Context: an optimization exercise on an open-source flow, tuned for small area, a short achievable clock period and few clock cycles. The choices shown serve that exercise and are no tape-out recipe. Where RTL was checked, it was by simulation tests only, not by an equivalence proof against the original. For runs 3 to 6, only the layout was checked, not whether the RTL still works. Power and IR drop assume default switching activity.

==> flow/design.v <==
module jvs_relay (
    input  wire       clk,
    input  wire       rst,
    input  wire       host_rx_valid,
    input  wire [7:0] host_rx_data,
    output wire       host_rx_ready,
    output wire       host_tx_valid,
    output wire [7:0] host_tx_data,
    input  wire       host_tx_ready,
    input  wire       host_tx_idle,
    input  wire       bus_rx_valid,
    input  wire [7:0] bus_rx_data,
    output wire       bus_rx_ready,
    output wire       bus_tx_valid,
    output wire [7:0] bus_tx_data,
    input  wire       bus_tx_ready,
    input  wire       bus_tx_idle,
    output reg        bus_dir,
    input  wire       bus_sense,
    output reg        status,
    output reg        diag_req,
    output reg  [3:0] diag_code,
    input  wire       diag_done
);
    localparam [7:0] SYNC = 8'hE0;
    localparam [7:0] ESC  = 8'hD0;
    localparam integer LK = 3;
    localparam integer K  = 1 << LK;
    localparam integer LR = 8 - LK;
    localparam integer NR = 1 << LR;
    localparam integer Q  = 8;           
    reg        hrx_rdy;       
    reg        brx_rdy;       
    reg        btx_on;        
    reg        htx_on;        
    reg        btx_vld;       
    reg        htx_vld;       
    reg        hunting;       
    reg        pend;          
    reg        pos_node;      
    reg        pos_len;       
    reg        dlast;         
    reg  [7:0] raw_q;         
    reg        lg_q;          
    reg        pn_q;          
    reg        at_node_q;     
    reg        at_len_q;      
    reg        sync_q;        
    reg  [7:0] sum;           
    reg  [1:0] didx;          
    reg        rb;            
    reg  [7:0] node_q;
    reg  [7:0] len_q;
    reg  [7:0] rem;           
    reg [LK-1:0] ph;          
    reg [LK-1:0] tau0;        
    reg  [7:0] wcnt;          
    reg  [7:0] rcnt;          
    reg  [7:0] tx_q;          
    reg        half1;         
    reg        esc_e0;        
    reg        last_q;        
    reg  [1:0] hdr;           
    reg  [Q-1:0] qv;          
    reg  [7:0] hq [0:Q-1];    
    reg  [Q-1:0] hl;          
    reg  [7:0] rd_q;          
    reg        rl_q;          
    reg        rdv_q;         
    assign host_rx_ready = hrx_rdy;
    assign bus_rx_ready  = brx_rdy;
    assign host_tx_valid = htx_vld;
    assign bus_tx_valid  = btx_vld;
    assign host_tx_data  = tx_q;
    assign bus_tx_data   = tx_q;
    wire       rx_fire = (hrx_rdy & host_rx_valid) | (brx_rdy & bus_rx_valid);
    wire [7:0] raw     = ({8{hrx_rdy}} & host_rx_data) | ({8{brx_rdy}} & bus_rx_data);
    wire       is_sync = (raw == SYNC);
    wire       is_pfx  = !pend && (raw == ESC);
    wire       rx_log  = rx_fire && !hunting && !is_pfx;     
    wire       pos_dat = !pos_node && !pos_len;
    wire       len_is0 = pend ? (raw == 8'hFF) : (raw == 8'h00);
    wire       len_is1 = pend ? (raw == 8'h00) : (raw == 8'h01);
    wire       rx_end  = rx_log && ((pos_len && len_is0) || (pos_dat && dlast));
    wire [7:0] val_q   = raw_q + {7'd0, pn_q};
    wire       dat_q   = lg_q && !at_node_q && !at_len_q;
    function vq_is(input [7:0] c);
        vq_is = pn_q ? (raw_q == c - 8'd1) : (raw_q == c);
    endfunction
    wire [7:0] sum_add = sum + raw_q + {7'd0, pn_q};
    wire [7:0] sum_now = lg_q ? sum_add : sum;               
    wire [7:0] sum_m1  = sum - 8'd1;
    wire [7:0] want    = pend ? sum_m1 : sum_now;
    wire       match   = (raw == want);
    wire       dl_data = (lg_q && at_len_q) ? vq_is(8'd2) : (dat_q ? (rem == 8'd3) : (rem == 8'd2));
    wire       rb_now  = rb && !(lg_q && at_len_q && !vq_is(8'h03))
                           && !(dat_q && didx == 2'd0 && !vq_is(8'hF0))
                           && !(dat_q && didx == 2'd1 && !vq_is(8'hD9));
    wire       wr_q    = dat_q;
    reg  [7:0]   dl [1:K-1];
    reg  [K-1:1] dv;
    wire [K-1:0] dpend = {dv, wr_q};
    reg  [7:0]   wdata;
    reg  [K-1:0] wtake;       
    integer s;
    always @(*) begin
        wdata = val_q;
        wtake = {{(K-1){1'b0}}, wr_q};
        for (s = 1; s < K; s = s + 1)
            if (dv[s]) begin
                wdata = dl[s];
                wtake = {{(K-1){1'b0}}, 1'b1} << s;
            end
    end
    wire [LK-1:0] wslot = tau0 + wcnt[LK-1:0];
    wire       wen = (|dpend) && ((wcnt == 8'd0) || (ph == wslot));
    wire [LR-1:0] wrow = wcnt[7:LK];
    wire       tx_on   = btx_on | htx_on;
    wire       tx_full = btx_vld | htx_vld;
    wire       tx_fire = (btx_vld & bus_tx_ready) | (htx_vld & host_tx_ready);
    wire       free    = !tx_full || tx_fire;
    wire       hold2   = tx_full && half1;                
    wire       ending  = tx_full && !half1 && last_q;      
    wire       load    = free && !hold2 && !ending;       
    wire       pop     = load && hdr[1] && qv[0];
    wire       room    = pop ? !(qv[Q-1] && rdv_q) : !(qv[Q-1] || (qv[Q-2] && rdv_q));
    wire [LK-1:0] rslot = tau0 + rcnt[LK-1:0] + 1'b1;
    wire       more    = (rcnt != len_q);
    wire       cap     = more && room && (rcnt != wcnt) && (ph == rslot);
    wire       push    = rdv_q;
    wire [7:0] tap [0:NR-1];
    genvar r;
    generate
        for (r = 0; r < NR; r = r + 1) begin : g_ring
            reg [8*K-1:0] cells;
            wire sel = wen && (wrow == r);
            always @(posedge clk)
                cells <= {cells[8*K-9:0], sel ? wdata : cells[8*K-1 -: 8]};
            assign tap[r] = cells[7:0];
        end
    endgenerate
    wire [7:0] arr_out = tap[rcnt[7:LK]];
    wire [7:0] len_m1     = len_q - 8'd1;
    wire       fetch_last = (rcnt == len_m1);
    wire [7:0] h0         = hdr[1] ? hq[0] : (hdr[0] ? len_q : node_q);
    wire       h0_last    = hdr[1] ? hl[0] : (hdr[0] && (len_q == 8'd0));
    wire       h0_esc     = (h0 == 8'hD0) || (h0 == 8'hE0);
    wire [Q:0]   qv_lo    = {qv, 1'b1};            
    wire [Q:0]   qv_hi    = {1'b0, qv};            
    integer i;
    always @(posedge clk) begin
        ph <= ph + 1'b1;
        for (s = 1; s < K; s = s + 1) begin
            dl[s] <= (s == 1) ? val_q : dl[s-1];
            dv[s] <= dpend[s-1] && !(wen && wtake[s-1]);
        end
        if (wen) begin
            wcnt <= wcnt + 8'd1;
            if (wcnt == 8'd0)
                tau0 <= ph;
        end
        if (rst) begin
            hrx_rdy   <= 1'b0;
            brx_rdy   <= 1'b0;
            btx_on    <= 1'b0;
            htx_on    <= 1'b0;
            btx_vld   <= 1'b0;
            htx_vld   <= 1'b0;
            bus_dir   <= 1'b0;
            status    <= 1'b0;
            diag_req  <= 1'b1;
            diag_code <= 4'd1;
            hunting   <= 1'b1;
            pend      <= 1'b0;
            lg_q      <= 1'b0;
            rdv_q     <= 1'b0;
            sync_q    <= 1'b0;
            dv        <= {(K-1){1'b0}};
            ph        <= {LK{1'b0}};
            tx_q      <= SYNC;
            half1     <= 1'b0;
            last_q    <= 1'b0;
        end else begin
            if (diag_req && diag_done) begin
                diag_req <= 1'b0;
                if (diag_code == 4'd4) begin
                    htx_on  <= 1'b1;
                    htx_vld <= 1'b1;
                end else begin
                    hrx_rdy <= 1'b1;
                end
            end
            lg_q      <= rx_log;
            raw_q     <= raw;
            pn_q      <= pend;
            at_node_q <= pos_node;
            at_len_q  <= pos_len;
            sync_q    <= rx_fire && hunting && is_sync;
            if (rx_fire) begin
                if (hunting) begin
                    if (is_sync) begin
                        hunting  <= 1'b0;
                        pend     <= 1'b0;
                        pos_node <= 1'b1;
                        pos_len  <= 1'b0;
                    end
                end else if (is_pfx) begin
                    pend <= 1'b1;
                end else begin
                    pend <= 1'b0;
                    if (pos_node) begin
                        pos_node <= 1'b0;
                        pos_len  <= 1'b1;
                    end else if (pos_len) begin
                        pos_len <= 1'b0;
                        dlast   <= len_is1;
                    end else begin
                        dlast   <= dl_data;
                    end
                    if (rx_end) begin
                        hunting <= 1'b1;
                        hrx_rdy <= 1'b0;
                        brx_rdy <= 1'b0;
                        if (hrx_rdy) begin
                            if (!match) begin
                                diag_req  <= 1'b1;
                                diag_code <= 4'd2;
                            end else if (rb_now && pos_dat) begin
                                diag_req  <= 1'b1;
                                diag_code <= 4'd3;
                            end else begin
                                bus_dir <= 1'b1;
                                status  <= 1'b1;
                                btx_on  <= 1'b1;
                                btx_vld <= 1'b1;
                            end
                        end else begin
                            if (match) begin
                                htx_on  <= 1'b1;
                                htx_vld <= 1'b1;
                            end else begin
                                diag_req  <= 1'b1;
                                diag_code <= 4'd4;
                            end
                        end
                    end
                end
            end
            if (sync_q)
                sum <= 8'd0;
            else
                sum <= sum_now;
            if (lg_q) begin
                if (at_node_q) begin
                    node_q <= val_q;
                    rb     <= vq_is(8'hFF);
                end else if (at_len_q) begin
                    len_q <= val_q;
                    rem   <= val_q;
                    didx  <= 2'd0;
                    rb    <= rb && vq_is(8'h03);
                end else begin
                    rem <= rem - 8'd1;
                    if (didx != 2'd2)
                        didx <= didx + 2'd1;
                    if (didx == 2'd0) rb <= rb && vq_is(8'hF0);
                    if (didx == 2'd1) rb <= rb && vq_is(8'hD9);
                end
            end
            if (!tx_on)
                hdr <= 2'd0;
            if (free && tx_on) begin
                if (hold2) begin
                    tx_q  <= {3'b110, esc_e0, 4'hF};
                    half1 <= 1'b0;
                end else if (ending) begin
                    btx_on  <= 1'b0;
                    htx_on  <= 1'b0;
                    btx_vld <= 1'b0;
                    htx_vld <= 1'b0;
                    tx_q    <= SYNC;
                    last_q  <= 1'b0;
                end else if (!hdr[1] || qv[0]) begin
                    tx_q    <= h0_esc ? ESC : h0;
                    half1   <= h0_esc;
                    esc_e0  <= h0[5];
                    last_q  <= h0_last;
                    btx_vld <= btx_on;
                    htx_vld <= htx_on;
                    if (!hdr[1])
                        hdr <= hdr + 2'd1;
                end else begin
                    btx_vld <= 1'b0;
                    htx_vld <= 1'b0;
                end
            end
            for (i = 0; i < Q; i = i + 1) begin
                if (pop) begin
                    if (push && qv_hi[i] && !qv_hi[i+1]) begin
                        hq[i] <= rd_q;
                        hl[i] <= rl_q;
                    end else if (i < Q - 1) begin
                        hq[i] <= hq[i+1];
                        hl[i] <= hl[i+1];
                    end
                end else if (push && qv_lo[i] && !qv_hi[i]) begin
                    hq[i] <= rd_q;
                    hl[i] <= rl_q;
                end
            end
            if (pop && !push)
                qv <= {1'b0, qv[Q-1:1]};
            else if (push && !pop)
                qv <= {qv[Q-2:0], 1'b1};
            rd_q  <= arr_out;
            rl_q  <= fetch_last;
            rdv_q <= cap;
            if (cap)
                rcnt <= rcnt + 8'd1;
            if (lg_q && at_len_q) begin
                qv   <= {Q{1'b0}};
                rcnt <= 8'd0;
                wcnt <= 8'd0;
                dv   <= {(K-1){1'b0}};
                rdv_q <= 1'b0;
            end
            if (bus_dir && !btx_on && bus_tx_idle) begin
                bus_dir <= 1'b0;
                brx_rdy <= 1'b1;
            end
            if (status && !bus_dir && !brx_rdy && !htx_on && !diag_req && host_tx_idle) begin
                status  <= 1'b0;
                hrx_rdy <= 1'b1;
            end
        end
    end
    wire unused_sense = bus_sense;
endmodule
==> flow/flow/run.sh <==
#!/bin/bash
set -euo pipefail
bash standard.sh SETUP_SLACK_MARGIN=7 finish > standard_flow.log 2>&1
==> flow/standard.sh <==
#!/bin/bash
# synth_recipe.tcl (not shown) runs the flow's synth.tcl, then flattens the netlist and writes it again
# the make line also repeats each setting of config.mk as NAME=value (left out here)
make -C /OpenROAD-flow-scripts/flow DESIGN_CONFIG=/design/flow/config.mk WORK_HOME=/design/flow/orfs CLKGATE_MAP_FILE= SYNTH_SCRIPT=/design/flow/synth_recipe.tcl "${@:-finish}"
==> flow/config.mk <==
export PLATFORM = sky130hd
export DESIGN_NAME = jvs_relay
export DESIGN_NICKNAME = jvs_relay
export VERILOG_FILES = /design/flow/design.v
export SDC_FILE = /design/flow/constraint.sdc
export NUM_CORES = 4
export LEC_CHECK = 0
export ABC_AREA = 1
export CAP_MARGIN = 20
export CORE_MARGIN = 2
export CORE_UTILIZATION = 40
export CTS_CLUSTER_DIAMETER = 50
export CTS_CLUSTER_SIZE = 30
export SLEW_MARGIN = 20
export TNS_END_PERCENT = 100
==> flow/constraint.sdc <==
create_clock -name core_clock -period 10.0 [get_ports {clk}]
set_input_delay 2.0000 -clock core_clock [delete_from_list [all_inputs] [get_ports {clk}]]
set_output_delay 2.0000 -clock core_clock [all_outputs]
set_load 0.01 [all_outputs]
==> results of run 1 <==
==> logic make-up (layout without fill, tap and decap cells) <==
| logic type | Yosys count | count (layout) | share of synthesized area (%) |
|---|---|---|---|
| muxes | 9 | 9 | 0.1521 |
| adders and majority gates | 26 | 26 | 0.6000 |
| xor gates and xnor gates | 35 | 35 | 0.5176 |
| other | 1 | 1 | 0.006332 |
| buffers and inverters | 442 | 725 | 3.256 |
| and+or+nand+nor | 1454 | 1454 | 10.48 |
| DFF | 2301 | 2301 | 80.35 |
| AOI/OAI and AO/OA | 469 | 469 | 4.639 |
==> layout make-up <==
type	count	share of cell area, %
Sequential cell	2301	69.75
Multi-Input combinational cell	1994	15.36
Clock buffer	149	5.270
Tap cell	1930	3.536
Timing Repair Buffer	158	2.305
Inverter	322	1.913
Clock inverter	92	1.834
Timing Repair inverter	4	0.03848
==> registers in the layout, summed over array words and instances, names as in the netlist, 7 cells and up <==
signal and flops:
dv 7, rcnt 8, tx_q 8, rd_q 8, wcnt 8, qv 8
hq 64, node_q 8, rem 8, g_ring.cells 2048, sum 8, hl 8
dl 56, raw_q 8, len_q 8
==> layout by cell type (no fill, tap or decap), drive strengths merged, types with 5 or more instances in the layout <==
cell type      instances
xnor2                 16
mux2i                  9
nor2                 238
a221oi                21
clkbuf               154
nand4                 45
ha                    22
nor3                  22
buf                  131
o21ai                215
dfxtp               2149
nor4                  12
a21oi                117
o211ai                16
a31oi                  6
or2                    9
a22o                   9
nand3                133
inv                  358
edfxtp               152
nand2                988
dlymetal6s2s           5
dlygate4sd2            8
clkinvlp               8
o2bb2ai                8
xor2                  19
o22ai                 25
a22oi                 28
clkdlybuf4s50          6
clkinv                48
==> worst min path at each step <==
stage	start	to	slack, ns	cells past startpoint
floorplan	g_ring[0].cells[8]	g_ring[0].cells[16]	0.31	0
global placement	g_ring[4].cells[41]	g_ring[4].cells[49]	0.31	0
detailed placement	g_ring[10].cells[17]	g_ring[10].cells[25]	0.31	0
CTS	g_ring[12].cells[55]	g_ring[12].cells[63]	0.28	0
global route	g_ring[12].cells[55]	g_ring[12].cells[63]	0.29	0
finish	g_ring[12].cells[55]	g_ring[12].cells[63]	0.29	0
==> layer usage <==
metal  GRT usage [%]  vias up  part of all wire, %
li1                -    15505                    -
met1           19.82    14295                   48
met2           21.69      591                   43
met3           2.948      190                  4.8
met4           5.469        0                  3.4
met5               0        -                    0
==> what timing repair did <==
item	CTS	global route
pin swaps	44	44
hold buffers	0	0
gates resized for setup	267	94
gates cloned	4	3
buffers inserted	42	45
endpoints found under the hold margin	0	0
setup endpoints to repair	241	233
==> power by group through the flow <==
stage          clock network [mW]  registers, mW  logic [mW]
2_1_floorplan                   0           9.53       0.151
3_3_place_gp                    0           9.54       0.232
3_5_place_dp                    0           9.54       0.235
4_1_cts                      6.38           9.33       0.253
5_1_grt                      6.71           9.34       0.290
6_report                     6.20           9.33       0.264
==> flow_metrics.py, run 1 <==
metrics = {
    "floorplan": {
        "start_util_pct": 40.20,
        "num_io_pins": 53,
        "rows": 141,
        "die_h_um": 388.8,
        "die_area_um2": 151200,
        "coreArea_um2": 147300,
        "die_x_um": 388.8,
    },
    "timing": {
        "final.period_utilization_pct": 32.61,
        "finalSetupTns_ns": 0,
        "fin_worst_skew_ns": 0.05052,
        "setup_viol": 0,
        "worst_pin_slew_ns": 0.8820,
        "whs_ns": 0.2899,
        "max_freq_mhz": 306.7,
        "maxSlewViolCount": 0,
        "finalHoldViolCount": 0,
        "slew_headroom_pct": 41.13,
        "period_minus_slack_ns": 3.261,
        "rsz0062_at_grt": "yes",
        "fin_ws_ns": 6.739,
    },
    "placement": {
        "post-place-ws_ns": 4.922,
        "hpwl_um": 67990,
        "postPlaceCellArea_um2": 61810,
        "dp_cells": 6615,
        "io_buffers": 50,
        "gp_congestion": 0.8351,
    },
    "cts": {
        "cts.sink_count": 2301,
        "clock_latency_ns": 0.79,
        "cts_buffer_depth": 3,
        "tritoncts": "built",
        "cts-root-buf": "clkbuf_16",
        "cts.reportedPaths.clkPinSlew_ns": 0.10,
        "htreeDepth": 4,
        "numCtsBuffers": 134,
    },
    "cells_and_area": {
        "instances_no_fill": 6950,
        "drive_gt1_share_pct": 12.45,
        "multi_input_area_um2": 10490,
        "regArea_um2": 47630,
        "fill_cells": 12954,
        "num-nets-final": 4967,
        "area_delta_synth_final_pct": 15.30,
        "fin_util_pct": 46.36,
        "design_area_um2": 68290,
        "antennaDiodeCount": 0,
    },
    "yosys": {
        "synth-seq-area-share_pct": 80.35,
        "synth-edff-count": 152,
        "ys_ff_latch": 2301,
        "syn_inst": 4737,
        "synth_most_common_cell": "dfxtp_1",
        "syn_area_um2": 59220,
        "syn-num-nets": 4789,
        "synthTopCellsByArea": "dfxtp_1 (73%), edfxtp_1 (7.7%), nand2_1 (6.2%), inv_1 (1.8%), o21ai_0 (1.4%)",
        "synth_top_area_share_pct": 72.64,
        "avgSynthCellArea_um2": 12.50,
        "synth_commonest_cells": "dfxtp_1 (2149), nand2_1 (986), inv_1 (284), nor2_1 (204), o21ai_0 (169)",
        "synth_cell_types": 61,
        "synth_top_area_cell": "dfxtp_1",
        "synth_flop_cell": "dfxtp_1",
        "async_flop_share_pct": 0,
        "yosysWarnings": 3,
    },
    "critical_path": {
        "r2r_slack_ns": 7.06,
        "worstSetupEndpointType": "primary output",
        "path_max_fanout": 3,
        "crit_slowest_cell": "dfxtp_4",
        "crit_cells": 1,
        "setup.worst_path.start_class": "flip-flop",
        "critical-path-top-delay-family": "flip-flops",
        "r2r-start": "rcnt[3]",
        "r2r_end": "rd_q[5]",
        "cp.required_ns": 8.00,
        "crit_type": "flip-flop to primary output",
        "crit_end": "host_tx_data[4]",
        "cp_cell_sequence": "buf_6",
        "cp-startpoint": "tx_q[4]",
        "r2r_cells": 8,
        "critPathArrivalTime_ns": 1.26,
        "critPathMaxStageDelay_ns": 0.37,
        "path_buf_inv": 1,
    },
    "drt": {
        "drc_errors": 0,
        "via_per_inst": 4.400,
        "drt_first_pass_iters": 7,
        "wl_per_cell_um": 15.54,
        "ant_nets": 0,
        "vias": 30581,
        "drtIter0Drc": 1877,
        "routed_wl_um": 108000,
    },
    "global_route": {
        "grt_usage_pct": 14.21,
        "antenna_found_initial": 0,
        "grt_pass1_wl_um": 166500,
        "grt-ovfl-total": 0,
        "grt_max_degree": 66,
        "grt_pass1_vias": 29322,
    },
    "power": {
        "p_seq_share_pct": 59.1,
        "switching_power_mw": 3.481,
        "ir_drop_uv": 150.8,
        "p_leak_nw": 27.70,
        "combPwrFrac_pct": 1.7,
        "swShare_pct": 22.04,
        "p_per_area_nw_per_um2": 231.3,
        "power.internal_mw": 12.32,
        "pwr-share-clk_pct": 39.3,
        "p_total_mw": 15.80,
    },
    "job": {
        "cap_violations": 0,
    },
    "status": {
        "status": "timing/DRC/antenna clean",
    },
    "hold_path": {
        "hold_class": "flip-flop to flip-flop",
    },
}
Testbench counts, summed over its fixed seeds: cycles 33,493.
==> run 2, diff against run 1 <==
--- a/flow/config.mk
+++ b/flow/config.mk
@@ -5,7 +5,7 @@
 export SDC_FILE = /design/flow/constraint.sdc
 export NUM_CORES = 4
 export LEC_CHECK = 0
-export ABC_AREA = 1
+export ABC_CLOCK_PERIOD_IN_PS = 2500
 export CAP_MARGIN = 20
 export CORE_MARGIN = 2
 export CORE_UTILIZATION = 40
==> run 2 against run 1 <==
Net effect: still clean on timing, DRC and antenna; clock power shrank 6.9%; cell count is 9.0% lower; global-route usage up 1.6 points; count of clock-buffer cells in the layout decreased by 20; synthesized area fell by 2.0%; critical path type is now input port to flip-flop; largest cell class unchanged; largest power group unchanged.
==> flow_metrics.py, run 2 <==
metrics = {
    "critical_path": {
        "path_buf_inv": 1,
        "crit_slowest_cell": "or3_4",
        "critPathArrivalTime_ns": 3.96,
        "crit_type": "input port to flip-flop",
        "r2r_end": "btx_vld",
        "path_max_fanout": 3,
        "setup.worst_path.start_class": "input port",
        "crit_end": "diag_code[2]",
        "crit_cells": 9,
        "cp.required_ns": 10.64,
        "critPathMaxStageDelay_ns": 0.35,
        "critical-path-top-delay-family": "compound AO/OA/AOI/OAI gates",
        "r2r_slack_ns": 6.86,
        "r2r-start": "sum[0]",
        "worstSetupEndpointType": "flip-flop",
        "cp_cell_sequence": "buf_8 -> a22o_1 -> a22o_1 -> a32oi_2 -> nor2_2 -> a31o_4 -> or3_4 -> a31oi_4 -> mux2_4",
        "crit_top_cell": "a22o_1",
        "cp-startpoint": "bus_rx_data[6]",
        "r2r_cells": 10,
    },
    "yosys": {
        "synthTopCellsByArea": "dfxtp_1 (74%), edfxtp_1 (7.9%), nand2_1 (2.0%), o21ai_0 (1.7%), nor2_1 (1.7%)",
        "synth-seq-area-share_pct": 82.01,
        "synth_cell_types": 80,
        "synth_top_area_cell": "dfxtp_1",
        "avgSynthCellArea_um2": 14.15,
        "yosysWarnings": 3,
        "syn_area_um2": 58020,
        "async_flop_share_pct": 0,
        "ys_ff_latch": 2301,
        "synth_flop_cell": "dfxtp_1",
        "synth_top_area_share_pct": 74.14,
        "synth_commonest_cells": "dfxtp_1 (2149), nand2_1 (305), nor2_1 (264), o21ai_0 (199), edfxtp_1 (152)",
        "syn_inst": 4100,
        "syn-num-nets": 4152,
        "synth-edff-count": 152,
        "synth_most_common_cell": "dfxtp_1",
    },
    "timing": {
        "fin_worst_skew_ns": 0.04368,
        "finalSetupTns_ns": 0,
        "finalHoldViolCount": 0,
        "setup_viol": 0,
        "period_minus_slack_ns": 3.318,
        "rsz0062_at_grt": "yes",
        "final.period_utilization_pct": 33.18,
        "worst_pin_slew_ns": 1.391,
        "slew_headroom_pct": 7.081,
        "maxSlewViolCount": 0,
        "max_freq_mhz": 301.4,
    },
    "drt": {
        "drtIter0Drc": 2078,
        "drc_errors": 0,
        "drt_first_pass_iters": 5,
        "routed_wl_um": 119700,
        "via_per_inst": 4.585,
        "wl_per_cell_um": 18.93,
        "vias": 28998,
        "ant_nets": 0,
    },
    "cells_and_area": {
        "antennaDiodeCount": 0,
        "regMostFlops": "g_ring.cells",
        "layout_common_cells": "dfxtp_1 (2131), nand2_1 (262), nor2_1 (236), o21ai_0 (182), edfxtp_1 (152)",
        "num-nets-final": 4379,
        "final_common_cell": "dfxtp_1",
        "drive_gt1_share_pct": 16.53,
        "area_delta_synth_final_pct": 16.97,
        "instances_no_fill": 6324,
        "largest_reg_flops": 2048,
        "reg_top3": "g_ring.cells x2048, hq x64, dl x56",
    },
    "job": {
        "cap_violations": 0,
    },
    "placement": {
        "hpwl_um": 72970,
        "io_buffers": 50,
        "dp_cells": 5969,
        "gp_congestion": 0.8308,
    },
    "floorplan": {
        "die_h_um": 384.9,
        "start_util_pct": 40.34,
        "die_area_um2": 148100,
        "coreArea_um2": 143800,
        "num_io_pins": 53,
        "rows": 139,
        "die_x_um": 384.9,
    },
    "global_route": {
        "antenna_found_initial": 3,
        "grt_pass1_vias": 27946,
        "grt-ovfl-total": 0,
        "grt_usage_pct": 15.81,
        "grt_pass1_wl_um": 175700,
        "grt_max_degree": 39,
    },
    "cts": {
        "tritoncts": "built",
        "cts_hold_buf": 0,
        "cts-root-buf": "clkbuf_16",
        "numCtsBuffers": 118,
        "htreeDepth": 3,
        "cts.reportedPaths.clkPinSlew_ns": 0.10,
        "clock_latency_ns": 0.78,
        "cts_buffer_depth": 3,
        "cts.sink_count": 2301,
    },
    "hold_path": {
        "hold_class": "flip-flop to flip-flop",
    },
    "power": {
        "ir_drop_uv": 139.4,
        "p_per_area_nw_per_um2": 227.4,
        "p_leak_nw": 26.90,
    },
    "status": {
        "status": "timing/DRC/antenna clean",
    },
}
[run 2: cell types whose count changed after synthesis, moves of 28 or more]
cell	delta
a22oi_1	+28
nand2_1	-681
mux2_2	+39
mux2i_1	+68
a21oi_1	-52
o21ai_1	-29
a22o_1	+35
inv_1	-190
o22ai_1	+32
o21ai_0	+30
nand3_1	-90
nor2_1	+60
[run 2: power breakdown]
part / total, mW / internal (mW) / switching [mW]
Clock: 5.77 / 2.57 / 3.19
Combinational: 0.311 / 0.128 / 0.183
Sequential: 9.36 / 9.31 / 0.0520
Total: 15.4 / 12.0 / 3.43
[run 2: timing repair]
action,in CTS,in global routing
cloned,5,3
pin swaps,56,35
setup endpoints to repair,508,350
hold endpoints to repair,0,0
resized for setup,355,107
buffers inserted,79,54
[run 2: kinds of logic after synthesis]
family          synth area share [%]
compound gates                 6.256
xor+xnor                       1.102
fa+ha+maj                     0.6124
buf+inv                        1.723
flops                          82.01
mux                            2.105
other cells                 0.006463
simple gates                   6.185
[run 2: worst min-delay path by stage]
stage | end | depth (start not counted) | start
6_report | g_ring[0].cells[30] | 0 | g_ring[0].cells[22]
5_1_grt | g_ring[0].cells[30] | 0 | g_ring[0].cells[22]
4_1_cts | g_ring[0].cells[30] | 0 | g_ring[0].cells[22]
3_5_place_dp | g_ring[16].cells[63] | 0 | g_ring[16].cells[55]
3_3_place_gp | g_ring[29].cells[27] | 0 | g_ring[29].cells[19]
2_1_floorplan | g_ring[0].cells[16] | 0 | g_ring[0].cells[8]
[run 2: final cells by class]
| cell class | count | area, um^2 |
|---|---|---|
| clock inverter | 85 | 1252 |
| inverter | 95 | 374.1 |
| multi-input combinational | 1577 | 10960 |
| clock buffer | 129 | 3067 |
| tap | 1903 | 2381 |
| sequential | 2301 | 47630 |
| fill | 12372 | 75960 |
| timing repair buffer | 234 | 2210 |
[run 2: per-layer routing]
metal / up-vias / track usage [%] / share of wire (%) / wire length, um
met2: 506 / 24.24 / 44 / 52270
met5: - / 0 / 0 / 0
met1: 14110 / 23.26 / 50 / 59940
li1: 14209 / - / - / -
met4: 0 / 4.376 / 2.6 / 3102
met3: 173 / 2.284 / 3.7 / 4413
[run 2: per-stage QoR]
stage               hold slack, ns  utilization [%]  worst slack, ns  total power [mW]  area [um^2]
global placement            0.3096            42.61            5.367             9.815        61280
CTS                         0.2920            46.61            6.715             15.53        67050
floorplan                   0.3096                -            6.187             9.720        58650
global route                0.2954            47.19            6.646             15.93        67870
detailed placement          0.3121            42.61            5.248             9.821        61280
finish                      0.2951            47.19            6.682             15.44        67870
[run 2: worst reg2reg max path: stages (launching register included)]
cell	delay, ns
edfxtp_1	0.43
fa_2	0.43
inv_2	0.07
fa_2	0.41
mux2_4	0.28
mux2_4	0.29
xor2_2	0.14
o2111ai_2	0.14
nor3_4	0.29
nand4_1	0.29
a311oi_1	0.28
==> run 3, diff against run 2 <==
--- a/flow/design.v
+++ b/flow/design.v
@@ -190,6 +190,8 @@
                     hrx_rdy <= 1'b1;
                 end
             end
+            if (!diag_req)
+                diag_code <= !hrx_rdy ? 4'd4 : (match ? 4'd3 : 4'd2);
             lg_q      <= rx_log;
             raw_q     <= raw;
             pn_q      <= pend;
@@ -224,10 +226,8 @@
                         if (hrx_rdy) begin
                             if (!match) begin
                                 diag_req  <= 1'b1;
-                                diag_code <= 4'd2;
                             end else if (rb_now && pos_dat) begin
                                 diag_req  <= 1'b1;
-                                diag_code <= 4'd3;
                             end else begin
                                 bus_dir <= 1'b1;
                                 status  <= 1'b1;
@@ -240,7 +240,6 @@
                                 htx_vld <= 1'b1;
                             end else begin
                                 diag_req  <= 1'b1;
-                                diag_code <= 4'd4;
                             end
                         end
                     end
--- a/flow/config.mk
+++ b/flow/config.mk
@@ -5,7 +5,7 @@
 export SDC_FILE = /design/flow/constraint.sdc
 export NUM_CORES = 4
 export LEC_CHECK = 0
-export ABC_CLOCK_PERIOD_IN_PS = 2500
+export ABC_AREA = 1
 export CAP_MARGIN = 20
 export CORE_MARGIN = 2
 export CORE_UTILIZATION = 40
==> run 3 against run 2 <==
Net effect: routed wire length is 6.9% lower; critical path type is now flip-flop to primary output; register-to-register slack better by 0.11 ns; die area is 2.0% higher; synthesized cell count is 14% higher; critical endpoint is now host_tx_data[5]; non-clock buffer count is 85 lower; first-iteration DRC count is 16% higher; largest cell class unchanged; setup slack better by 0.073 ns; combinational power is 4% lower; largest power group unchanged; count of clock-buffer cells in the layout is 23 higher; global-route usage is 1.3 points lower; design area is 0.97% higher; cell count is 9.4% higher.
==> flow_metrics.py, run 3 <==
metrics = {
    "cts": {
        "cts_buffer_depth": 3,
        "cts.sink_count": 2301,
        "numCtsBuffers": 140,
        "cts_hold_buf": 0,
        "tritoncts": "built",
        "cts-root-buf": "clkbuf_16",
        "clock_latency_ns": 0.79,
        "htreeDepth": 4,
        "cts.reportedPaths.clkPinSlew_ns": 0.10,
    },
    "drt": {
        "ant_nets": 0,
        "via_per_inst": 4.389,
        "drc_errors": 0,
        "drtIter0Drc": 2412,
        "vias": 30361,
        "routed_wl_um": 111500,
        "wl_per_cell_um": 16.12,
        "drt_first_pass_iters": 6,
    },
    "critical_path": {
        "setup.worst_path.start_class": "flip-flop",
        "r2r_end": "rd_q[6]",
        "crit_type": "flip-flop to primary output",
        "crit_slowest_cell": "dfxtp_4",
        "path_max_fanout": 3,
        "cp-startpoint": "tx_q[5]",
        "worstSetupEndpointType": "primary output",
        "cp_cell_sequence": "buf_6",
        "path_buf_inv": 1,
        "cp.required_ns": 8.00,
        "r2r_cells": 10,
        "r2r_slack_ns": 6.97,
        "critical-path-top-delay-family": "flip-flops",
        "critPathArrivalTime_ns": 1.25,
        "critPathMaxStageDelay_ns": 0.36,
        "r2r-start": "rcnt[3]",
    },
    "global_route": {
        "grt_pass1_wl_um": 168800,
        "grt_usage_pct": 14.52,
        "grt_max_degree": 75,
        "grt_pass1_vias": 29394,
        "grt-ovfl-total": 0,
        "antenna_found_initial": 0,
    },
    "cells_and_area": {
        "final_common_cell": "dfxtp_1",
        "reg_top3": "g_ring.cells x2048, hq x64, dl x56",
        "regArea_um2": 47640,
        "num-nets-final": 4921,
        "layout_common_cells": "dfxtp_1 (2131), nand2_1 (1022), inv_1 (207), nor2_1 (157), edfxtp_1 (152)",
        "largest_reg_flops": 2048,
        "fill_cells": 12991,
        "area_delta_synth_final_pct": 15.72,
        "antennaDiodeCount": 0,
        "multi_input_area_um2": 10660,
        "drive_gt1_share_pct": 12.61,
        "regMostFlops": "g_ring.cells",
        "design_area_um2": 68530,
    },
    "yosys": {
        "avgSynthCellArea_um2": 12.63,
        "synth-edff-count": 152,
        "synth_cell_types": 56,
        "syn_area_um2": 59220,
        "synth-seq-area-share_pct": 80.36,
        "synth_flop_cell": "dfxtp_1",
        "synth_top_area_share_pct": 72.65,
        "synthTopCellsByArea": "dfxtp_1 (73%), edfxtp_1 (7.7%), nand2_1 (6.6%), inv_1 (1.5%), nor2_1 (1.1%)",
        "synth_commonest_cells": "dfxtp_1 (2149), nand2_1 (1047), inv_1 (229), nor2_1 (176), edfxtp_1 (152)",
        "syn-num-nets": 4741,
        "syn_inst": 4689,
        "ys_ff_latch": 2301,
        "async_flop_share_pct": 0,
        "yosysWarnings": 3,
        "synth_most_common_cell": "dfxtp_1",
        "synth_top_area_cell": "dfxtp_1",
    },
    "placement": {
        "hpwl_um": 69990,
        "postPlaceCellArea_um2": 61940,
        "io_buffers": 50,
        "gp_congestion": 0.8234,
    },
    "power": {
        "p_total_mw": 16.16,
        "p_per_area_nw_per_um2": 235.8,
        "p_leak_nw": 27.87,
        "ir_drop_uv": 168.2,
    },
    "timing": {
        "worst_pin_slew_ns": 0.8268,
        "final.period_utilization_pct": 32.45,
        "finalHoldViolCount": 0,
        "setup_viol": 0,
        "max_freq_mhz": 308.1,
        "maxSlewViolCount": 0,
        "whs_ns": 0.3074,
        "rsz0062_at_grt": "yes",
        "fin_worst_skew_ns": 0.03829,
        "finalSetupTns_ns": 0,
        "period_minus_slack_ns": 3.245,
        "slew_headroom_pct": 44.88,
    },
    "floorplan": {
        "die_area_um2": 151100,
        "coreArea_um2": 147300,
        "start_util_pct": 40.20,
        "die_h_um": 388.8,
        "num_io_pins": 53,
        "die_x_um": 388.8,
        "rows": 141,
    },
    "hold_path": {
        "hold_path.startpoint": "g_ring[23].cells[26]",
        "holdPathEnd": "g_ring[23].cells[34]",
        "hold_class": "flip-flop to flip-flop",
        "hold_path_depth": 0,
    },
    "status": {
        "status": "timing/DRC/antenna clean",
    },
    "job": {
        "cap_violations": 0,
    },
}
## run 3: cell count changes after synthesis, moves of 32 or more
cell | before | now
o21a_1 | 2 | 36
o21ai_0 | 199 | 98
a22oi_1 | 56 | 7
o21ai_1 | 15 | 81
nand3_1 | 42 | 120
mux2_2 | 39 | 0
nand2_1 | 305 | 1047
nor2_1 | 264 | 176
inv_2 | 0 | 36
inv_1 | 94 | 229
mux2i_1 | 77 | 45
o22ai_1 | 57 | 10
## run 3: how the worst max path moves through the flow
stage,end,slack (ns),depth (start not counted)
4_1_cts,host_tx_data[6],6.68,1
6_report,host_tx_data[5],6.75,1
3_5_place_dp,hq[0][5],5.21,7
5_1_grt,host_tx_data[5],6.70,1
3_3_place_gp,hq[0][7],5.23,7
2_1_floorplan,qv[0],6.62,8
## run 3: cell type report
cell class              count  share of cell area [%]
flip-flops and latches   2301                   69.51
multi-input cells        2002                   15.55
clock buffers             152                   5.359
well taps                1930                   3.524
clock inverters           108                   2.270
repair buffers            149                   2.109
inverters                 273                   1.651
repair inverters            2                 0.02191
## run 3: timing repair
action / 4_1_cts / 5_1_grt
endpoints found under the setup margin: 340 / 316
gates resized for setup: 217 / 84
pin swaps: 29 / 45
setup buffers: 30 / 53
cloned: 0 / 4
## run 3: worst register-to-register path: stages (launching register included)
cell      delay (ns)
edfxtp_1        0.43
buf_4           0.18
nand2_2         0.18
nor2_1          0.16
nand2_1         0.17
clkinv_1        0.12
buf_4           0.24
a221oi_2        0.45
nand4_1         0.42
nor2_1          0.28
nand3_1         0.16
## run 3: logic make-up (layout without fill, tap and decap cells)
group | Yosys count | count (layout) | synth area share [%]
buffers and inverters | 387 | 684 | 2.905
other | 1 | 1 | 0.006333
DFF | 2301 | 2301 | 80.36
adders and majority gates | 26 | 26 | 0.6001
AOI/OAI and AO/OA | 411 | 411 | 4.247
xor gates and xnor gates | 38 | 38 | 0.5620
muxes | 45 | 45 | 0.7606
and+or+nand+nor | 1480 | 1481 | 10.56
## run 3: per-layer routing
layer | global-route usage (%) | wire, um
met2 | 21.78 | 47580
met4 | 6.197 | 3857
met5 | 0 | 0
met1 | 20.58 | 54760
met3 | 2.614 | 5322
## run 3: metrics by stage
| stage | worst slack, ns | utilization (%) | cells |
|---|---|---|---|
| floorplan | 6.616 | - | 4689 |
| global placement | 5.232 | 42.05 | 6570 |
| detailed placement | 5.207 | 42.05 | 6570 |
| CTS | 6.684 | 45.97 | 6860 |
| global route | 6.704 | 46.52 | 6917 |
| finish | 6.755 | 46.52 | 6917 |
## run 3: report_power, final
group          internal [mW]  switching, mW
Combinational          0.102          0.198
Clock                   3.12           3.40
Sequential              9.31         0.0326
==> run 4, diff against run 3 <==
--- a/flow/config.mk
+++ b/flow/config.mk
@@ -9,7 +9,8 @@
 export CAP_MARGIN = 20
 export CORE_MARGIN = 2
 export CORE_UTILIZATION = 40
-export CTS_CLUSTER_DIAMETER = 50
-export CTS_CLUSTER_SIZE = 30
+export CTS_BUF_LIST = sky130_fd_sc_hd__clkbuf_8
+export CTS_CLUSTER_DIAMETER = 40
+export CTS_CLUSTER_SIZE = 16
 export SLEW_MARGIN = 20
 export TNS_END_PERCENT = 100
==> run 4 against run 3 <==
Net effect: sequential share of layout area is 0.27 points higher; first-iteration DRC count is 13% lower; hold slack worse by 0.0069 ns; critical path type unchanged; critical endpoint is now host_tx_data[7]; largest cell class unchanged; highest routed layer unchanged.
==> flow_metrics.py, run 4 <==
metrics = {
    "cells_and_area": {
        "final_common_cell": "dfxtp_1",
        "regMostFlops": "g_ring.cells",
        "fill_cells": 13044,
        "reg_top3": "g_ring.cells x2048, hq x64, dl x56",
        "drive_gt1_share_pct": 14.35,
        "area_delta_synth_final_pct": 15.28,
        "num-nets-final": 5008,
        "largest_reg_flops": 2048,
        "layout_common_cells": "dfxtp_1 (2130), nand2_1 (1017), clkbuf_8 (234), inv_1 (226), nor2_1 (161)",
        "instances_no_fill": 7042,
    },
    "cts": {
        "clock_latency_ns": 0.94,
        "htreeDepth": 4,
        "tritoncts": "built",
        "cts.reportedPaths.clkPinSlew_ns": 0.09,
        "cts_buffer_depth": 3,
        "cts_hold_buf": 0,
        "numCtsBuffers": 210,
        "cts.sink_count": 2301,
        "cts-root-buf": "clkbuf_8",
    },
    "critical_path": {
        "cp_cell_sequence": "buf_6",
        "path_max_fanout": 3,
        "critical-path-top-delay-family": "flip-flops",
        "crit_cells": 1,
        "crit_type": "flip-flop to primary output",
        "critPathMaxStageDelay_ns": 0.36,
        "cp.required_ns": 8.00,
        "r2r_slack_ns": 7.01,
        "worstSetupEndpointType": "primary output",
        "critPathArrivalTime_ns": 1.39,
        "path_buf_inv": 1,
        "setup.worst_path.start_class": "flip-flop",
        "crit_slowest_cell": "dfxtp_4",
        "r2r_cells": 14,
    },
    "power": {
        "ir_drop_uv": 129.6,
        "combPwrFrac_pct": 1.9,
        "p_total_mw": 15.57,
        "p_seq_share_pct": 60.0,
        "p_per_area_nw_per_um2": 228.1,
        "switching_power_mw": 3.431,
        "p_leak_nw": 27.94,
        "swShare_pct": 22.03,
        "power.internal_mw": 12.14,
        "pwr-share-clk_pct": 38.1,
    },
    "yosys": {
        "syn_inst": 4689,
        "synth_cell_types": 56,
        "synth-seq-area-share_pct": 80.36,
        "ys_ff_latch": 2301,
        "synth_flop_cell": "dfxtp_1",
        "synth_top_area_share_pct": 72.65,
        "yosysWarnings": 3,
        "synth_most_common_cell": "dfxtp_1",
        "async_flop_share_pct": 0,
        "avgSynthCellArea_um2": 12.63,
        "syn_area_um2": 59220,
        "synthTopCellsByArea": "dfxtp_1 (73%), edfxtp_1 (7.7%), nand2_1 (6.6%), inv_1 (1.5%), nor2_1 (1.1%)",
        "synth_commonest_cells": "dfxtp_1 (2149), nand2_1 (1047), inv_1 (229), nor2_1 (176), edfxtp_1 (152)",
        "synth_top_area_cell": "dfxtp_1",
        "syn-num-nets": 4741,
        "synth-edff-count": 152,
    },
    "floorplan": {
        "rows": 141,
        "coreArea_um2": 147300,
        "die_h_um": 388.8,
        "num_io_pins": 53,
        "die_x_um": 388.8,
        "start_util_pct": 40.20,
        "die_area_um2": 151100,
    },
    "placement": {
        "hpwl_um": 69990,
        "io_buffers": 50,
        "dp_cells": 6570,
        "gp_congestion": 0.8234,
    },
    "global_route": {
        "grt_usage_pct": 14.67,
        "grt-ovfl-total": 0,
        "grt_pass1_wl_um": 171200,
        "antenna_found_initial": 2,
        "grt_pass1_vias": 30011,
        "grt_max_degree": 75,
    },
    "timing": {
        "final.period_utilization_pct": 33.92,
        "rsz0062_at_grt": "yes",
        "finalSetupTns_ns": 0,
        "fin_worst_skew_ns": 0.04028,
        "setup_viol": 0,
        "maxSlewViolCount": 0,
        "worst_pin_slew_ns": 0.8233,
        "whs_ns": 0.3005,
        "slew_headroom_pct": 45.11,
        "max_freq_mhz": 294.8,
        "period_minus_slack_ns": 3.392,
        "finalHoldViolCount": 0,
    },
    "drt": {
        "drc_errors": 0,
        "ant_nets": 0,
        "drtIter0Drc": 2104,
        "via_per_inst": 4.374,
        "routed_wl_um": 112900,
        "drt_first_pass_iters": 7,
        "vias": 30802,
        "wl_per_cell_um": 16.03,
    },
    "status": {
        "status": "timing/DRC/antenna clean",
    },
    "job": {
        "cap_violations": 0,
    },
    "hold_path": {
        "hold_class": "flip-flop to flip-flop",
        "hold_path_depth": 0,
    },
}
==> run 4: cell counts after synthesis <==
Identical to the previous run, type by type.
==> run 4: area by class of cell <==
type	instances	area, um^2	area share [%]
Timing Repair inverter	7	51.30	0.07515
Clock buffer	233	3207	4.698
Inverter	273	1161	1.701
Multi-Input combinational cell	2002	10680	15.65
Antenna cell	3	7.507	0.01100
Tap cell	1930	2415	3.537
Clock inverter	132	1485	2.176
Timing Repair Buffer	161	1618	2.370
Sequential cell	2301	47640	69.78
==> run 4: power by group through the flow <==
| stage | sequential, mW | clock (mW) | combinational [mW] |
|---|---|---|---|
| global route | 9.35 | 6.47 | 0.327 |
| finish | 9.34 | 5.93 | 0.297 |
| CTS | 9.34 | 6.09 | 0.283 |
| global placement | 9.56 | 0 | 0.269 |
| detailed placement | 9.56 | 0 | 0.274 |
| floorplan | 9.55 | 0 | 0.181 |
==> run 4: cell families after synthesis <==
logic type	count (synthesis)	synth area share (%)
AO/OA/AOI/OAI	411	4.247
XOR/XNOR	38	0.5620
adder cells (fa/ha/maj)	26	0.6001
buffers and inverters	387	2.905
flip-flops	2301	80.36
multiplexers	45	0.7606
other	1	0.006333
AND/OR/NAND/NOR	1480	10.56
==> run 4: what timing repair did <==
item                       CTS  global route
gates resized for setup    197           111
pin swaps                   16            46
buffers inserted            21            74
setup endpoints to repair  296           320
cloned                       0             9
==> run 4: worst paths after layout <==
path | end | from
worst min-delay path | g_ring[23].cells[36] | g_ring[23].cells[28]
worst max register to register | g_ring[18].cells[2] | tau0[0]
worst max-delay path | host_tx_data[7] | tx_q[7]
worst min register to register | g_ring[23].cells[36] | g_ring[23].cells[28]
==> run 4: routing by layer <==
metal  up-vias  share of wire [%]  global-route usage, %
met3       229                4.6                  2.938
met1     14433                 49                  20.56
met5         -                  0                      0
met4         0                3.5                  6.112
li1      15539                  -                      -
met2       601                 43                  22.13
==> run 4: stage by stage <==
step	worst slack, ns	area (um^2)	utilization (%)
global route	6.519	68270	46.34
CTS	6.493	67060	45.52
floorplan	6.616	59600	-
finish	6.608	68270	46.34
detailed placement	5.207	61940	42.05
global placement	5.232	61940	42.05
==> run 5, diff against run 4 <==
==> flow/flow/run.sh (replaced) <==
#!/bin/bash
set -euo pipefail
bash standard.sh SETUP_SLACK_MARGIN=6.75 finish > standard_flow.log 2>&1
--- a/flow/config.mk
+++ b/flow/config.mk
@@ -9,8 +9,7 @@
 export CAP_MARGIN = 20
 export CORE_MARGIN = 2
 export CORE_UTILIZATION = 40
-export CTS_BUF_LIST = sky130_fd_sc_hd__clkbuf_8
-export CTS_CLUSTER_DIAMETER = 40
-export CTS_CLUSTER_SIZE = 16
+export CTS_CLUSTER_DIAMETER = 55
+export CTS_CLUSTER_SIZE = 35
 export SLEW_MARGIN = 20
 export TNS_END_PERCENT = 100
==> run 5 against run 4 <==
Net effect: first-iteration DRC count fell by 0.29%; flip-flop and latch count stayed put; still clean; die area is the same; synthesized cell count unchanged; routed wire length is 5.1% lower; non-clock buffer count fell by 76; cell count is 3.4% lower; largest cell class unchanged; critical path depth is 11 higher; combinational power fell by 7.7%; global-route usage decreased by 0.52 points; largest power group unchanged.
==> flow_metrics.py, run 5 <==
metrics = {
    "yosys": {
        "synth_cell_types": 56,
        "synth-edff-count": 152,
        "syn_area_um2": 59220,
        "async_flop_share_pct": 0,
        "synth_top_area_cell": "dfxtp_1",
        "synth-seq-area-share_pct": 80.36,
        "synth_flop_cell": "dfxtp_1",
        "synth_top_area_share_pct": 72.65,
        "synth_commonest_cells": "dfxtp_1 (2149), nand2_1 (1047), inv_1 (229), nor2_1 (176), edfxtp_1 (152)",
        "synthTopCellsByArea": "dfxtp_1 (73%), edfxtp_1 (7.7%), nand2_1 (6.6%), inv_1 (1.5%), nor2_1 (1.1%)",
        "synth_most_common_cell": "dfxtp_1",
        "syn-num-nets": 4741,
        "avgSynthCellArea_um2": 12.63,
        "ys_ff_latch": 2301,
        "yosysWarnings": 3,
        "syn_inst": 4689,
    },
    "drt": {
        "drc_errors": 0,
        "via_per_inst": 4.375,
        "vias": 29751,
        "drt_first_pass_iters": 5,
        "drtIter0Drc": 2098,
        "ant_nets": 0,
        "wl_per_cell_um": 15.74,
        "routed_wl_um": 107100,
    },
    "cts": {
        "tritoncts": "built",
        "clock_latency_ns": 0.78,
        "cts.sink_count": 2301,
        "cts-root-buf": "clkbuf_16",
        "htreeDepth": 3,
        "cts_buffer_depth": 3,
        "cts.reportedPaths.clkPinSlew_ns": 0.10,
        "numCtsBuffers": 111,
    },
    "timing": {
        "period_minus_slack_ns": 3.246,
        "max_freq_mhz": 308.1,
        "worst_pin_slew_ns": 0.7763,
        "fin_worst_skew_ns": 0.05096,
        "whs_ns": 0.3029,
        "rsz0062_at_grt": "yes",
        "finalHoldViolCount": 0,
        "finalSetupTns_ns": 0,
        "final.period_utilization_pct": 32.46,
        "maxSlewViolCount": 0,
        "setup_viol": 0,
        "slew_headroom_pct": 48.09,
    },
    "global_route": {
        "use_met3_pct": 2.162,
        "grt_use_met1_pct": 20.56,
        "grt_usage_pct": 14.15,
        "antenna_found_initial": 0,
        "grt_max_degree": 74,
        "grt-ovfl-total": 0,
        "grt.busiest_layer": "met2",
        "use_met2_pct": 21.66,
        "grt_pass1_wl_um": 166000,
        "grt_pass1_vias": 28589,
    },
    "floorplan": {
        "rows": 141,
        "num_io_pins": 53,
        "die_area_um2": 151100,
        "die_h_um": 388.8,
        "coreArea_um2": 147300,
        "start_util_pct": 40.20,
        "die_x_um": 388.8,
    },
    "placement": {
        "postPlaceCellArea_um2": 61690,
        "gp_congestion": 0.8722,
        "io_buffers": 50,
        "hpwl_um": 69940,
    },
    "critical_path": {
        "cp-startpoint": "bus_tx_ready",
        "setup.worst_path.start_class": "input port",
        "crit_slowest_cell": "clkdlybuf4s50_1",
        "crit_type": "input port to flip-flop",
        "critPathArrivalTime_ns": 3.89,
        "critPathMaxStageDelay_ns": 0.50,
        "cp_cell_sequence": "clkdlybuf4s50_1 -> nand2_4 -> nand3_2 -> inv_2 -> a21oi_1 -> inv_1 -> a21oi_2 -> inv_1 -> nor2_2 -> inv_1 -> nor2_1 -> nor2_1",
        "r2r_slack_ns": 6.79,
        "worstSetupEndpointType": "flip-flop",
        "crit_top_cell": "inv_1",
        "crit_end": "last_q",
        "cp.required_ns": 10.64,
        "path_max_fanout": 8,
        "r2r-start": "rcnt[3]",
        "r2r_cells": 9,
        "r2r_end": "rd_q[3]",
    },
    "job": {
        "cap_violations": 0,
    },
    "cells_and_area": {
        "num-nets-final": 4825,
        "design_area_um2": 66430,
        "antennaDiodeCount": 0,
        "regMostFlops": "g_ring.cells",
        "reg_top3": "g_ring.cells x2048, hq x64, dl x56",
        "layout_common_cells": "dfxtp_1 (2131), nand2_1 (1037), inv_1 (222), nor2_1 (168), edfxtp_1 (152)",
        "final_common_cell": "dfxtp_1",
        "largest_reg_flops": 2048,
        "drive_gt1_share_pct": 8.971,
        "area_delta_synth_final_pct": 12.18,
    },
    "hold_path": {
        "hold_class": "flip-flop to flip-flop",
    },
    "status": {
        "status": "timing/DRC/antenna clean",
    },
    "power": {
        "ir_drop_uv": 178.2,
        "p_per_area_nw_per_um2": 230.6,
        "p_total_mw": 15.32,
        "p_leak_nw": 26.88,
    },
}
## run 5: layer usage
| metal | vias up | part of all wire, % | wire [um] |
|---|---|---|---|
| met3 | 156 | 3.3 | 3551 |
| met4 | 0 | 2.9 | 3081 |
| li1 | 15139 | - | - |
| met1 | 14009 | 51 | 54280 |
| met2 | 447 | 43 | 46160 |
| met5 | - | 0 | 0 |
## run 5: how the worst min path moves through the flow
| stage | startpoint | end | slack (ns) | cells past startpoint |
|---|---|---|---|---|
| finish | g_ring[24].cells[26] | g_ring[24].cells[34] | 0.30 | 0 |
| global route | g_ring[27].cells[12] | g_ring[27].cells[20] | 0.31 | 0 |
| CTS | g_ring[24].cells[26] | g_ring[24].cells[34] | 0.30 | 0 |
| detailed placement | g_ring[16].cells[49] | g_ring[16].cells[57] | 0.31 | 0 |
| global placement | g_ring[23].cells[50] | g_ring[23].cells[58] | 0.31 | 0 |
| floorplan | g_ring[0].cells[8] | g_ring[0].cells[16] | 0.31 | 0 |
## run 5: critical path: cells and delay by family
kind	cells	cell delay, ns
buffers and inverters	5	0.93
AO/OA/AOI/OAI	2	0.43
AND/OR/NAND/NOR	5	0.52
## run 5: kinds of logic after synthesis
| logic type | after synthesis | synth area share (%) |
|---|---|---|
| buf+inv | 387 | 2.905 |
| compound gates | 411 | 4.247 |
| mux | 45 | 0.7606 |
| simple gates | 1480 | 10.56 |
| xor+xnor | 38 | 0.5620 |
| fa+ha+maj | 26 | 0.6001 |
| flops | 2301 | 80.36 |
| other cells | 1 | 0.006333 |
## run 5: layout make-up
class / count / area, um^2
Fill cell: 13240 / 80880
Sequential cell: 2301 / 47640
Multi-Input combinational cell: 2001 / 10200
Clock buffer: 122 / 2912
Tap cell: 1930 / 2415
Clock inverter: 89 / 1363
Inverter: 273 / 1044
Timing Repair Buffer: 85 / 862.1
## run 5: through the flow
step / instances / setup WS [ns] / util, %
2_1_floorplan: 4689 / 6.616 / -
3_3_place_gp: 6571 / 5.547 / 41.88
3_5_place_dp: 6571 / 5.547 / 41.88
4_1_cts: 6792 / 6.672 / 44.92
5_1_grt: 6801 / 6.681 / 45.09
6_report: 6801 / 6.754 / 45.09
## run 5: power by group
| part | total (mW) | switching [mW] | internal [mW] |
|---|---|---|---|
| Clock | 5.70 | 3.26 | 2.43 |
| Sequential | 9.35 | 0.0325 | 9.31 |
| Combinational | 0.274 | 0.182 | 0.0918 |
## run 5: timing repair
action | in CTS | in global routing
hold endpoints to repair | 0 | 0
gates resized for setup | 167 | 47
buffers inserted | 10 | 9
pin swaps | 2 | 18
endpoints found under the setup margin | 203 | 122
hold buffers | 0 | 0
==> run 6, diff against run 5 <==
--- a/flow/config.mk
+++ b/flow/config.mk
@@ -9,7 +9,7 @@
 export CAP_MARGIN = 20
 export CORE_MARGIN = 2
 export CORE_UTILIZATION = 40
-export CTS_CLUSTER_DIAMETER = 55
-export CTS_CLUSTER_SIZE = 35
+export CTS_CLUSTER_DIAMETER = 50
+export CTS_CLUSTER_SIZE = 30
 export SLEW_MARGIN = 20
 export TNS_END_PERCENT = 100
==> run 6 against run 5 <==
Net effect: still clean on timing, DRC and antenna; combinational power about the same; first-iteration DRC count down 10%; critical path depth down 4; non-clock buffer count up 5; global-route usage up 0.14 points; die area unchanged; core utilization up 0.45 points; cell count up 0.53%; synthesized area unchanged; total power up 3.4%.
==> flow_metrics.py, run 6 <==
metrics = {
    "drt": {
        "drtIter0Drc": 1882,
        "ant_nets": 0,
        "drt_first_pass_iters": 6,
        "routed_wl_um": 107600,
        "wl_per_cell_um": 15.73,
        "via_per_inst": 4.382,
        "drc_errors": 0,
        "vias": 29961,
    },
    "floorplan": {
        "die_h_um": 388.8,
        "rows": 141,
        "die_area_um2": 151100,
        "num_io_pins": 53,
        "start_util_pct": 40.20,
        "die_x_um": 388.8,
        "coreArea_um2": 147300,
    },
    "job": {
        "cap_violations": 0,
    },
    "cells_and_area": {
        "num-nets-final": 4853,
        "design_area_um2": 67090,
        "area_delta_synth_final_pct": 13.29,
        "largest_reg_flops": 2048,
        "fill_cells": 13154,
        "instances_no_fill": 6837,
        "drive_gt1_share_pct": 9.599,
        "antennaDiodeCount": 0,
        "final_common_cell": "dfxtp_1",
        "layout_common_cells": "dfxtp_1 (2131), nand2_1 (1038), inv_1 (223), nor2_1 (168), edfxtp_1 (152)",
        "reg_top3": "g_ring.cells x2048, hq x64, dl x56",
        "regMostFlops": "g_ring.cells",
    },
    "cts": {
        "cts.reportedPaths.clkPinSlew_ns": 0.10,
        "tritoncts": "built",
        "numCtsBuffers": 134,
        "cts-root-buf": "clkbuf_16",
        "clock_latency_ns": 0.78,
        "cts_hold_buf": 0,
        "cts_buffer_depth": 3,
        "htreeDepth": 4,
        "cts.sink_count": 2301,
    },
    "timing": {
        "rsz0062_at_grt": "yes",
        "finalHoldViolCount": 0,
        "slew_headroom_pct": 47.16,
        "fin_worst_skew_ns": 0.03060,
        "period_minus_slack_ns": 3.305,
        "finalSetupTns_ns": 0,
        "final.period_utilization_pct": 33.05,
        "whs_ns": 0.3009,
        "maxSlewViolCount": 0,
        "max_freq_mhz": 302.6,
        "worst_pin_slew_ns": 0.7902,
        "setup_viol": 0,
    },
    "placement": {
        "postPlaceCellArea_um2": 61690,
        "dp_cells": 6571,
        "hpwl_um": 69940,
        "io_buffers": 50,
        "gp_congestion": 0.8722,
    },
    "critical_path": {
        "cp_cell_sequence": "nand2_1 -> nor2_1 -> nand2_1 -> o22ai_1 -> a221oi_1 -> nand4_1 -> nor2_1 -> nand3_1",
        "critPathMaxStageDelay_ns": 0.59,
        "cp.required_ns": 10.49,
        "worstSetupEndpointType": "flip-flop",
        "critPathArrivalTime_ns": 3.79,
        "crit_slowest_cell": "edfxtp_1",
        "setup.worst_path.start_class": "flip-flop",
        "crit_type": "flip-flop to flip-flop",
        "path_max_fanout": 11,
    },
    "yosys": {
        "avgSynthCellArea_um2": 12.63,
        "synth_top_area_share_pct": 72.65,
        "synth_commonest_cells": "dfxtp_1 (2149), nand2_1 (1047), inv_1 (229), nor2_1 (176), edfxtp_1 (152)",
        "ys_ff_latch": 2301,
        "synthXorXnorAreaFrac_pct": 0.5620,
        "async_flop_share_pct": 0,
        "synth_most_common_cell": "dfxtp_1",
        "syn_inst": 4689,
        "synthTopCellsByArea": "dfxtp_1 (73%), edfxtp_1 (7.7%), nand2_1 (6.6%), inv_1 (1.5%), nor2_1 (1.1%)",
        "synth_mux_area_share_pct": 0.7606,
        "synth-edff-count": 152,
        "synth_top_area_cell": "dfxtp_1",
        "synth_cell_types": 56,
        "synth_top_family_by_area": "simple AND/OR/NAND/NOR gates",
        "syn-num-nets": 4741,
        "synth-seq-area-share_pct": 80.36,
        "yosysWarnings": 3,
        "synth_flop_cell": "dfxtp_1",
        "synthAdderAreaFrac_pct": 0.6001,
        "yosys.area_share.simple_pct": 10.56,
        "syn_area_um2": 59220,
        "synth-compound-area-share_pct": 4.247,
    },
    "global_route": {
        "grt_pass1_vias": 28939,
        "grt_usage_pct": 14.29,
        "grt_pass1_wl_um": 167300,
        "grt-ovfl-total": 0,
        "antenna_found_initial": 0,
        "grt_max_degree": 74,
    },
    "power": {
        "p_per_area_nw_per_um2": 236.1,
        "p_leak_nw": 27.19,
        "ir_drop_uv": 155.2,
    },
    "hold_path": {
        "hold_class": "flip-flop to flip-flop",
    },
    "status": {
        "status": "timing/DRC/antenna clean",
    },
}
## run 6: changes by cell type in the layout (fill, tap and decap cells not counted), moves of 2 or more
cell | before | now
clkbuf_16 | 113 | 137
clkinv_8 | 14 | 28
clkinv_16 | 10 | 3
buf_4 | 28 | 34
clkinvlp_4 | 1 | 7
clkinv_2 | 7 | 2
clkinv_4 | 4 | 8
inv_16 | 11 | 8
inv_8 | 13 | 10
bufinv_16 | 2 | 4
clkbuf_8 | 5 | 3
inv_6 | 17 | 19
## run 6: routing by layer
layer | share of wire [%] | global-route usage (%) | vias to the layer above | routed length [um]
li1 | - | - | 15224 | -
met1 | 50 | 20.59 | 14038 | 53920
met2 | 43 | 21.60 | 525 | 46290
met3 | 3.9 | 2.358 | 174 | 4147
met4 | 3.0 | 5.256 | 0 | 3195
met5 | 0 | 0 | - | 0
## run 6: cells by family after synthesis
family	after synthesis
AOI/OAI and AO/OA	411
xor gates and xnor gates	38
adders and majority gates	26
buffers and inverters	387
DFF	2301
muxes	45
other	1
and+or+nand+nor	1480
## run 6: repair_timing
action / CTS / global route
setup endpoints to repair: 204 / 117
pin swaps: 3 / 17
setup buffers: 8 / 16
resized for setup: 170 / 41
## run 6: cell type report
type                       instances  area (um^2)  area share (%)
sequential                      2301        47640           71.01
clock buffer                     143         3481           5.189
inverter                         273         1046           1.559
timing repair buffer              90        895.9           1.335
multi-input combinational       2001        10200           15.20
clock inverter                    99         1414           2.108
tap                             1930         2415           3.600
## run 6: final timing paths
kind	startpoint	endpoint	slack [ns]	cells past startpoint
min	g_ring[25].cells[18]	g_ring[25].cells[26]	0.30	0
max	rcnt[5]	rd_q[0]	6.70	8
max reg2reg	rcnt[5]	rd_q[0]	6.70	8
min reg2reg	g_ring[25].cells[18]	g_ring[25].cells[26]	0.30	0
## run 6: critical path, delay by kind of cell, from the launching register on
kind | cells | cell delay, ns
compound gates | 2 | 0.58
simple gates | 6 | 1.84
flops | 1 | 0.59
## run 6: through the flow
stage	utilization [%]	total power [mW]	setup WS (ns)
final	45.54	15.84	6.695
after global routing	45.54	16.39	6.715
after CTS	45.33	15.99	6.662
after detailed placement	41.88	9.823	5.547
after global placement	41.88	9.817	5.547
after floorplan	-	9.723	6.616
## run 6: power breakdown
part | switching [mW] | internal (mW)
Combinational | 0.182 | 0.0924
Sequential | 0.0324 | 9.31
Clock | 3.33 | 2.89

==> port drivers added, routing unchanged <==
How much do the figures lean on ideal ports? The routed layouts below were timed once more, with nothing changed but the port constraints.
Step 1 (the two cells are an assumption about what drives the block):
set clk [get_ports {clk}]
set_driving_cell -lib_cell sky130_fd_sc_hd__clkbuf_16 $clk
set_driving_cell -lib_cell sky130_fd_sc_hd__buf_2 [delete_from_list [all_inputs] $clk]
Step 2 times the ports against the registers' clock, not the clock port: input delays grow and output delays shrink by t, the midpoint of the rising clock arrivals with the driver on.
Three values: ideal, step 1, step 2; two values: the first two.
run | t, ns | slack for setup (ns) | worst setup path at the end | worst slew at a driven data input, ns | pins driven straight from the clock port
run 1 | 0.839 | 6.739 / 6.664 / 6.211 | input to register | 0.04 | 1
run 2 | 0.828 | 6.682 / 6.690 / 5.891 | input to register | 0.05 | 1
run 3 | 0.840 | 6.755 / 6.683 / 6.241 | input to register | 0.04 | 1
run 4 | 0.986 | 6.608 / 6.540 / 6.092 | input to register | 0.03 | 1
run 5 | 0.825 | 6.754 / 6.697 / 5.975 | input to register | 0.04 | 1
run 6 | 0.835 | 6.695 / 6.695 / 6.028 | input to register | 0.04 | 1
After both steps every run listed still meets setup and hold. The setup slack of run 2, which loses most, moves by +0.008 ns with the drivers and by -0.791 ns with both steps.
